This design comes from an exercise in tuning for small area, a short achievable clock period and few clock cycles per item on the open sky130 flow, not from production work. Only simulation tests tie the RTL to the original design; equivalence was not proved. Power figures rest on the tool's default switching activity, not on a simulated workload.

== harbor ==
Design hacodec, start of the top module:
module hacodec (
    input  wire       clk,
    input  wire       rst,
    input  wire       in_valid,
    output wire       in_ready,
    input  wire [7:0] in_data,
    input  wire       in_last,
    output wire       out_valid,
    input  wire       out_ready,
    output wire [7:0] out_data,
    output wire       out_last
);
Size: about 1,700 cells after synthesis, ~220 flip-flops, about 24 I/O pins, about 16,000 um^2 of cells after synthesis.
==> flow/config.mk <==
export PLATFORM = sky130hd
export DESIGN_NAME = hacodec
export DESIGN_NICKNAME = hacodec
export VERILOG_FILES = /design/flow/design.v
export SDC_FILE = /design/flow/constraint.sdc
export NUM_CORES = 4
export LEC_CHECK = 0
export CAP_MARGIN = 20
export CORE_MARGIN = 2
export CORE_UTILIZATION = 40
export SLEW_MARGIN = 20
==> flow/constraint.sdc <==
create_clock -name core_clock -period 10.0 [get_ports {clk}]
set_input_delay 2.0000 -clock core_clock [delete_from_list [all_inputs] [get_ports {clk}]]
set_output_delay 2.0000 -clock core_clock [all_outputs]
set_load 0.01 [all_outputs]
run.sh (not shown) runs the stock make flow with config.mk's settings and CLKGATE_MAP_FILE= SYNTH_SCRIPT=/design/flow/synth_recipe.tcl, a recipe that flattens the netlist after the stock synthesis.
harbor ended with every stage complete and zero timing, DRC or antenna violations.
Testbench counts of harbor, summed over its fixed seeds: cycles 245,825, requests 32,000.
For zinc, these inputs were changed with respect to harbor:
- an added ABC_CLOCK_PERIOD_IN_PS of 4000
- an added SETUP_SLACK_MARGIN of 5
[summary]
Of the two values seen for capturing instance or port of the critical path, nlen[2] was produced by zinc and od[2] by harbor.
zinc against harbor: maximum frequency shows an increase of 50 MHz, wire length shows an increase of 820 um, estimated wirelength of the detail-placed design shows a reduction of about 2.5%.
For juniper, these inputs were changed with respect to zinc:
==> flow/flow/run.sh (new file) <==
#!/bin/bash
set -euo pipefail
bash standard.sh SETUP_SLACK_MARGIN=6 finish > flow_standard.log 2>&1
==> flow/standard.sh (new file) <==
#!/bin/bash
# synth_recipe.tcl (not shown) runs the flow's synth.tcl, then flattens the netlist and writes it again
# the make line also repeats each setting of config.mk as NAME=value (left out here)
make -C /OpenROAD-flow-scripts/flow DESIGN_CONFIG=/design/flow/config.mk WORK_HOME=/design/flow/orfs CLKGATE_MAP_FILE= SYNTH_SCRIPT=/design/flow/synth_recipe.tcl "${@:-finish}"
removed: flow/run.sh
## What came out
Highest layer used for signal routing = met5: zinc; highest layer used for signal routing = met4: juniper
Summary of juniper over zinc: met3 layer usage reported by global route now sits at about the same level, die width ~0 delta, insertion delay of the later-clocked pin in the worst-skew pair held.
juniper: all stages complete, timing, DRC and antenna checks passed


## P
hacodec, a different RTL version from the one above (not shown whole).
Size: about 1400 cells after synthesis, roughly 230 flip-flops, roughly 24 I/O pins.
==> flow/config.mk <==
export PLATFORM = sky130hd
export DESIGN_NAME = hacodec
export DESIGN_NICKNAME = hacodec
export VERILOG_FILES = /design/flow/design.v
export SDC_FILE = /design/flow/constraint.sdc
export NUM_CORES = 4
export LEC_CHECK = 0
export ABC_CLOCK_PERIOD_IN_PS = 4000
export CAP_MARGIN = 20
export CORE_MARGIN = 2
export CORE_UTILIZATION = 40
export CTS_CLUSTER_DIAMETER = 100
export CTS_CLUSTER_SIZE = 20
export SETUP_SLACK_MARGIN = 5
export SLEW_MARGIN = 20
==> flow/constraint.sdc <==
create_clock -name core_clock -period 10.0 [get_ports {clk}]
set_input_delay 2.0000 -clock core_clock [delete_from_list [all_inputs] [get_ports {clk}]]
set_output_delay 2.0000 -clock core_clock [all_outputs]
set_load 0.01 [all_outputs]
standard.sh (not shown) runs the stock make flow with config.mk's settings and CLKGATE_MAP_FILE= SYNTH_SCRIPT=/design/flow/synth_recipe.tcl, a recipe that flattens the netlist after the stock synthesis.
==> flow/flow/run.sh <==
#!/bin/bash
set -euo pipefail
bash standard.sh SYNTH_SCRIPT="$PWD/flow/synth_abc.tcl" ADDER_MAP_FILE= SETUP_SLACK_MARGIN=6.5 MATCH_CELL_FOOTPRINT=0 \
  "BUFFER_PORTS_ARGS=-buffer_cell sky130_fd_sc_hd__buf_4" finish > flow_standard.log 2>&1
==> flow/flow/synth_abc.tcl <==
# synth_recipe.tcl (the standard synthesis) with one change: the technology mapping of the
# combinational logic uses ABC's default script for a liberty mapping (abc -liberty ... -D)
# instead of ORFS's abc_speed.script. Flip-flops are mapped before ABC and are not touched.
proc synth {args} { yosys synth -nofsm -noshare {*}$args }
proc abc {args} {
  set i [lsearch -exact $args -script]
  if {$i >= 0 && [string match *abc_speed.script [lindex $args [expr {$i + 1}]]]} {
    set args [lreplace $args $i [expr {$i + 1}]]
  }
  yosys abc {*}$args
}
source $::env(SCRIPTS_DIR)/synth.tcl
# left out here: clear keep_hierarchy, flatten, clean up, hide names made inside functions, write 1_2_yosys.v
Testbench counts of P, summed over its fixed seeds: cycles 248,529, requests 32,000.
## Diff of input files: Q against P
==> flow/flow/run.sh <==
#!/bin/bash
set -euo pipefail
bash standard.sh SYNTH_SCRIPT="$PWD/flow/synth_abc.tcl" SETUP_SLACK_MARGIN=5.5 MATCH_CELL_FOOTPRINT=0 \
  "BUFFER_PORTS_ARGS=-buffer_cell sky130_fd_sc_hd__buf_4" finish > flow_standard.log 2>&1
Notes after the runs:
- A highest-delay cell along the critical path of sky130_fd_sc_hd__mux4_2 is what Q shows, while sky130_fd_sc_hd__or4_4 belongs to P.
- Q ends up with a first-pass GRT wire length that is about 0.6% higher than in P.
- Re number of cells traversed by the worst register-to-register path: Q is 2 up on P.
- ~same detailed-route vias per instance in Q and P
- Compared to P, the router laid down less metal wire for Q.
- [compare] base=P new=Q: sequential portion of the cell area moved up, leakage power total went up, met3 routing resource usage after global routing shrank by 0.92 points, fmax decreased about 16%, number of clock buffers in the layout -4.2%.
- Sort Q and P by required time at the worst-slack endpoint asc -> top: P

re-timing with driven ports:
The flow's constraints put no driver on any port. The routed layouts listed below were extracted and timed again, unchanged, in two steps.
Step 1, drivers: a clkbuf_16 drives clk and a buf_2 each remaining input, both assumed.
Step 2 adds t to the input delays and takes it off the output delays; t is the mean of the earliest and latest rising clock arrival at the registers after step 1. Input paths then give back, and output paths get back, about the clock's delay inside the block.
Slacks: ideal ports / drivers / drivers and shift; pairs: ideal ports / drivers.
| run | t, ns | slack for setup (ns) | worst setup path after step 2 | worst register clock-pin slew, ns | cell pins on the clock port's net |
|---|---|---|---|---|---|
| harbor | 0.621 | 3.378 / 3.378 / 3.378 | register to register | 0.07 / 0.07 | 1 |
| zinc | 0.625 | 5.036 / 5.065 / 4.443 | input to register | 0.07 / 0.07 | 1 |
| juniper | 0.618 | 5.006 / 5.006 / 4.924 | input to register | 0.07 / 0.07 | 1 |
| P | 0.568 | 6.410 / 6.363 / 5.795 | input to register | 0.10 / 0.10 | 1 |
| Q | 0.558 | 5.735 / 5.735 / 5.261 | input to register | 0.10 / 0.10 | 1 |
After both steps every run listed still meets setup and hold. For P, which loses most, drivers alone change the setup slack by -0.047 ns; drivers and shift together by -0.615 ns.
